What follows belongs to an exercise in optimizing a design on an open flow for small area and a short achievable clock period; a production flow would make more cautious choices. Only simulation tests tie the RTL to the original design; equivalence was not proved.

## flow/design.v (module list and top-level ports; edited modules follow where they fit)
// module rlwe_alu: 2446 lines
// module rlwe_fa: 4 lines
// module rlwe_ha: 4 lines
module rlwe_alu (
    input  wire        clk,
    input  wire        rst,         
    input  wire        in_valid,
    input  wire [2:0]  in_op,
    input  wire [31:0] in_a,
    input  wire [31:0] in_b,
    input  wire [31:0] in_c,
    output wire        out_valid,
    output wire [31:0] out_y0,
    output wire [31:0] out_y1
);
  // ...
==> flow/run.sh <==
#!/bin/bash
# synth_recipe.tcl (not shown) runs the flow's synth.tcl, then flattens the netlist and writes it again
# the make line also repeats each setting of config.mk as NAME=value (left out here)
make -C /OpenROAD-flow-scripts/flow DESIGN_CONFIG=/design/flow/config.mk WORK_HOME=/design/flow/orfs CLKGATE_MAP_FILE= SYNTH_SCRIPT=/design/flow/synth_recipe.tcl finish
==> flow/config.mk <==
export PLATFORM = sky130hd
export DESIGN_NAME = rlwe_alu
export DESIGN_NICKNAME = rlwe_alu
export VERILOG_FILES = /design/flow/design.v
export SDC_FILE = /design/flow/constraint.sdc
export NUM_CORES = 4
export LEC_CHECK = 0
export CAP_MARGIN = 20
export CORE_MARGIN = 2
export CORE_UTILIZATION = 40
export SLEW_MARGIN = 20
export SYNTH_HIERARCHICAL = 1
export SYNTH_MINIMUM_KEEP_SIZE = 0
==> flow/constraint.sdc <==
create_clock -name core_clock -period 26.0 [get_ports {clk}]
set_input_delay 5.2000 -clock core_clock [delete_from_list [all_inputs] [get_ports {clk}]]
set_output_delay 5.2000 -clock core_clock [all_outputs]
set_load 0.01 [all_outputs]
==> flow_metrics.tcl, run 1 <==
set metrics [dict create \
    grt_pass1_wl_mm 157.4 \
    async_flop_share_pct 0 \
    wl_met2_mm 46.10 \
    ctsResizeCount 0 \
    inv_count 170 \
    final_common_cell "ha_1" \
    die_area_mm2 0.09478 \
    drt-initial-drc-count 2182 \
    cts_buffers 46 \
    met2_usage_pct 34.76 \
    min-delay-start "op0[0]$_DFF_P_" \
    port-buffer-count 148 \
    cts_tree "yes" \
    final_util_pct 44.82 \
    dpl.cell_count 4937 \
    yosysTopAreaCellShare_pct 24.45 \
    fin_ws_ns 19.31 \
    num_rows 111 \
    status "complete, no violations" \
    via_per_inst 5.429 \
    r2r-start "p3[17]$_DFF_P_" \
    layout_worst_path_cycle_share_pct 25.74 \
    yosys.area.top_type "fa_1" \
    grt_usage_pct 21.29 \
    rr_worst_depth 24 \
    grt_use_met3_pct 3.408 \
    grt_pass1_vias 27560 \
    route.antenna.remaining_nets 0 \
    synth_edf_count 0 \
    worstPathRequired_ns 20.80 \
    num_vias 27260 \
]
==> run 2, diff against run 1 <==
--- a/flow/config.mk
+++ b/flow/config.mk
@@ -7,7 +7,8 @@
 export LEC_CHECK = 0
 export CAP_MARGIN = 20
 export CORE_MARGIN = 2
-export CORE_UTILIZATION = 40
+export CORE_UTILIZATION = 65
+export PLACE_DENSITY = 0.75
 export SLEW_MARGIN = 20
 export SYNTH_HIERARCHICAL = 1
 export SYNTH_MINIMUM_KEEP_SIZE = 0
==> run 2 against run 1 <==
  * Synthesized cell count did not move
  * Clock skew increased by 0.0093 ns
  * Clock-buffer cell count increased by 2
  * Sequential share of layout area rose by 0.33 points
  * Final cell count down 8.8%
  * Utilization increased by 27 points
  * Design area down 1.8%
  * Hold slack improved by 0.0054 ns
  * Largest cell class unchanged
  * Highest routed layer is now met4
==> flow_metrics.tcl, run 2 <==
set metrics [dict create \
    cts_hold_buf 0 \
    met2_usage_pct 60.02 \
    num_rows 87 \
    grtUsageMet1_pct 42.72 \
    slowest_delay_ns 0.52 \
    synth_warnings 7 \
    final_common_cell "ha_1" \
    fin_ws_ns 19.03 \
    cpLargestDelayFamily "adder cells" \
    die_area_mm2 0.05874 \
    startpoint_type "flop" \
    clk_pin_slew_ns 0.06 \
    ctsResizeCount 0 \
    clockBufferDepth 3 \
    synth_area_mm2 0.03693 \
    synthCells 3749 \
    via_per_inst 6.171 \
    cts_buffers 42 \
    yosys-top-cells-area "fa_1, dfxtp_1, ha_1" \
    drtPass1Iterations 10 \
    synthFlopType "dfxtp_1" \
    finalCriticalPeriod_ns 6.965 \
    worstPathRequired_ns 26.40 \
    cts-root-buf "clkbuf_16" \
    setup_viol 0 \
    coreArea_mm2 0.05628 \
    grt_usage_pct 35.05 \
    num_vias 28250 \
    crit_arrival_ns 7.37 \
    numClockSinks 371 \
    rr_worst_depth 24 \
    dpl.hpwl_mm 80.44 \
    ys_ff_latch 371 \
    area_growth_pct 9.062 \
    grt.busiest_layer "met2" \
    synth_common_cells "ha_1, fa_1, dfxtp_1" \
    slew_headroom_pct 26.20 \
    holdPathStages 0 \
    syn_area_per_cell_um2 9.851 \
    dpl_worst_slack_ns 19.11 \
    drive_above_1_share_pct 4.710 \
    grt_use_met3_pct 6.890 \
    synth_edf_count 0 \
    crit_buf_inv 1 \
    gp_congestion 0.9639 \
    grt_pass1_wl_mm 162.0 \
    start_util_pct 65.63 \
    final_cell_mix "ha_1, fa_1, dfxtp_1" \
    grt_max_degree 74 \
    drc_errors 0 \
    fmaxAchievable_ghz 0.1436 \
    yosys.area.top_type "fa_1" \
    antenna_found_initial 1 \
    layout_worst_path_cycle_share_pct 26.79 \
    fin_area_mm2 0.04028 \
    grt_remaining_overflow 0 \
    clkLatencyLatePin_ns 0.59 \
    cts_setup_buffers 0 \
    worst_pin_slew_ns 1.107 \
    fin_nets 4829 \
    yosysMostFrequentCell "ha_1" \
    dpl_cell_area_mm2 0.03886 \
    final_hold_viol_count 0 \
    dpl.cell_count 4503 \
    port-buffer-count 148 \
    wl_mm 101.9 \
    drv_cap 0 \
    io_pins 167 \
    die_w_um 242.4 \
    route.antenna.remaining_nets 0 \
    fillCellCount 4226 \
    crit_path_max_fanout 2 \
    cpMaxStageDelayCell "fa_1" \
    end_kind "flop" \
    drt-initial-drc-count 2372 \
    status "complete, no violations" \
    grt_pass1_vias 29780 \
    tns_ns 0 \
    die_h_um 242.4 \
    seq_area_frac_synth_pct 20.11 \
    cts_tree "yes" \
    path_cells "inv_1, fa_1, fa_1, fa_1, fa_1, ha_1, nor2_1, ha_1, fa_1, ha_1, ha_1, or2_2, a21oi_1, o21bai_1, a21oi_1, o21ai_0, o41ai_1, o21ai_0, nor4_1, o41ai_1, ha_1, nor2_1, xor2_1, nor2_1" \
    diodes 0 \
    final.setup_skew_ns 0.04101 \
    yosysTopAreaCellShare_pct 24.45 \
    worstSetupPathType "flop to flop" \
    wire_per_inst_um 22.26 \
    h-tree-depth 2 \
    final_max_slew_viol_count 0 \
    layout.cells.non_filler 4578 \
    async_flop_share_pct 0 \
    rsz0062_at_grt "false" \
    crit_cells 24 \
    ys_types 82 \
    holdCritPathClass "flop to flop" \
]
[run 2: cell counts after synthesis]
No cell type changed its count.
[run 2: kinds of logic after synthesis]
kind of cell | synth area share, %
adders and majority gates | 40.84
and+or+nand+nor | 10.61
AOI/OAI and AO/OA | 14.40
buffers and inverters | 4.316
DFF | 20.11
xor gates and xnor gates | 7.514
muxes | 2.182
other | 0.02033
[run 2: final timing paths]
path,from,endpoint,slack [ns]
min reg2reg,op2[1]$_DFF_P_,op3[1]$_DFF_P_,0.37
min,op2[1]$_DFF_P_,op3[1]$_DFF_P_,0.37
max,p3[15]$_DFF_P_,t14[17]$_SDFF_PP0_,19.03
max reg2reg,p3[15]$_DFF_P_,t14[17]$_SDFF_PP0_,19.03
[run 2: cell type report]
cell class,count,area [um^2],area share (%)
clock buffers,60,1190,2.954
clock inverters,14,215.2,0.5343
multi-input cells,3025,28120,69.80
inverters,170,638.1,1.584
well taps,756,945.9,2.348
flip-flops and latches,371,7431,18.45
repair buffers,182,1744,4.330
[run 2: modules after synthesis, one instance, submodules excluded]
module    cells inside  flip-flops and latches
rlwe_ha              1                       0
rlwe_alu          2964                     371
rlwe_fa              1                       0
[run 2: metrics by stage]
| stage | hold WS [ns] | util (%) |
|---|---|---|
| after floorplan | 0.3232 | - |
| after global placement | 0.3537 | 69.04 |
| after detailed placement | 0.3620 | 69.04 |
| after CTS | 0.3705 | 71.54 |
| after global routing | 0.3845 | 71.57 |
| final | 0.3714 | 71.57 |
[run 2: metal layers]
metal  up-vias  share of wire, %
met5         -                 0
met4         0               5.1
met3       267               7.7
met2      1178                49
met1     13840                39
li1      12970                 -
[run 2: worst register-to-register path, delay by kind of cell, from the launching register on]
kind | cells | cell delay (ns)
AO/OA/AOI/OAI | 7 | 1.46
flip-flops | 1 | 0.38
adder cells (fa/ha/maj) | 10 | 3.85
buffers and inverters | 1 | 0.09
AND/OR/NAND/NOR | 5 | 0.87
XOR/XNOR | 1 | 0.15

## static timing again, ports no longer ideal
The results above use ideal ports. As a check the final layouts listed here were re-extracted and re-timed, cells and wires unchanged.
Step 1 (the two cells are an assumption about what drives the block):
set clk [get_ports {clk}]
set_driving_cell -lib_cell sky130_fd_sc_hd__clkbuf_16 $clk
set_driving_cell -lib_cell sky130_fd_sc_hd__buf_2 [delete_from_list [all_inputs] $clk]
Step 2 adds t to the input delays and takes it off the output delays; t is the mean of the earliest and latest rising clock arrival at the registers after step 1. Input paths then give back, and output paths get back, about the clock's delay inside the block.
a / b / c = no drivers / after step 1 / after step 2; a / b = the first two.
| run | t (ns) | setup slack, ns | worst hold slack (ns) | worst setup path at the end | clock arrival spread, ns |
|---|---|---|---|---|---|
| run 1 | 0.674 | 19.307 / 19.240 / 19.317 | 0.366 / 0.366 / 0.366 | register to register | 0.035 / 0.036 |
| run 2 | 0.633 | 19.034 / 19.034 / 19.034 | 0.371 / 0.371 / 0.371 | register to register | 0.042 / 0.043 |
After both steps setup and hold are still met in every run listed.
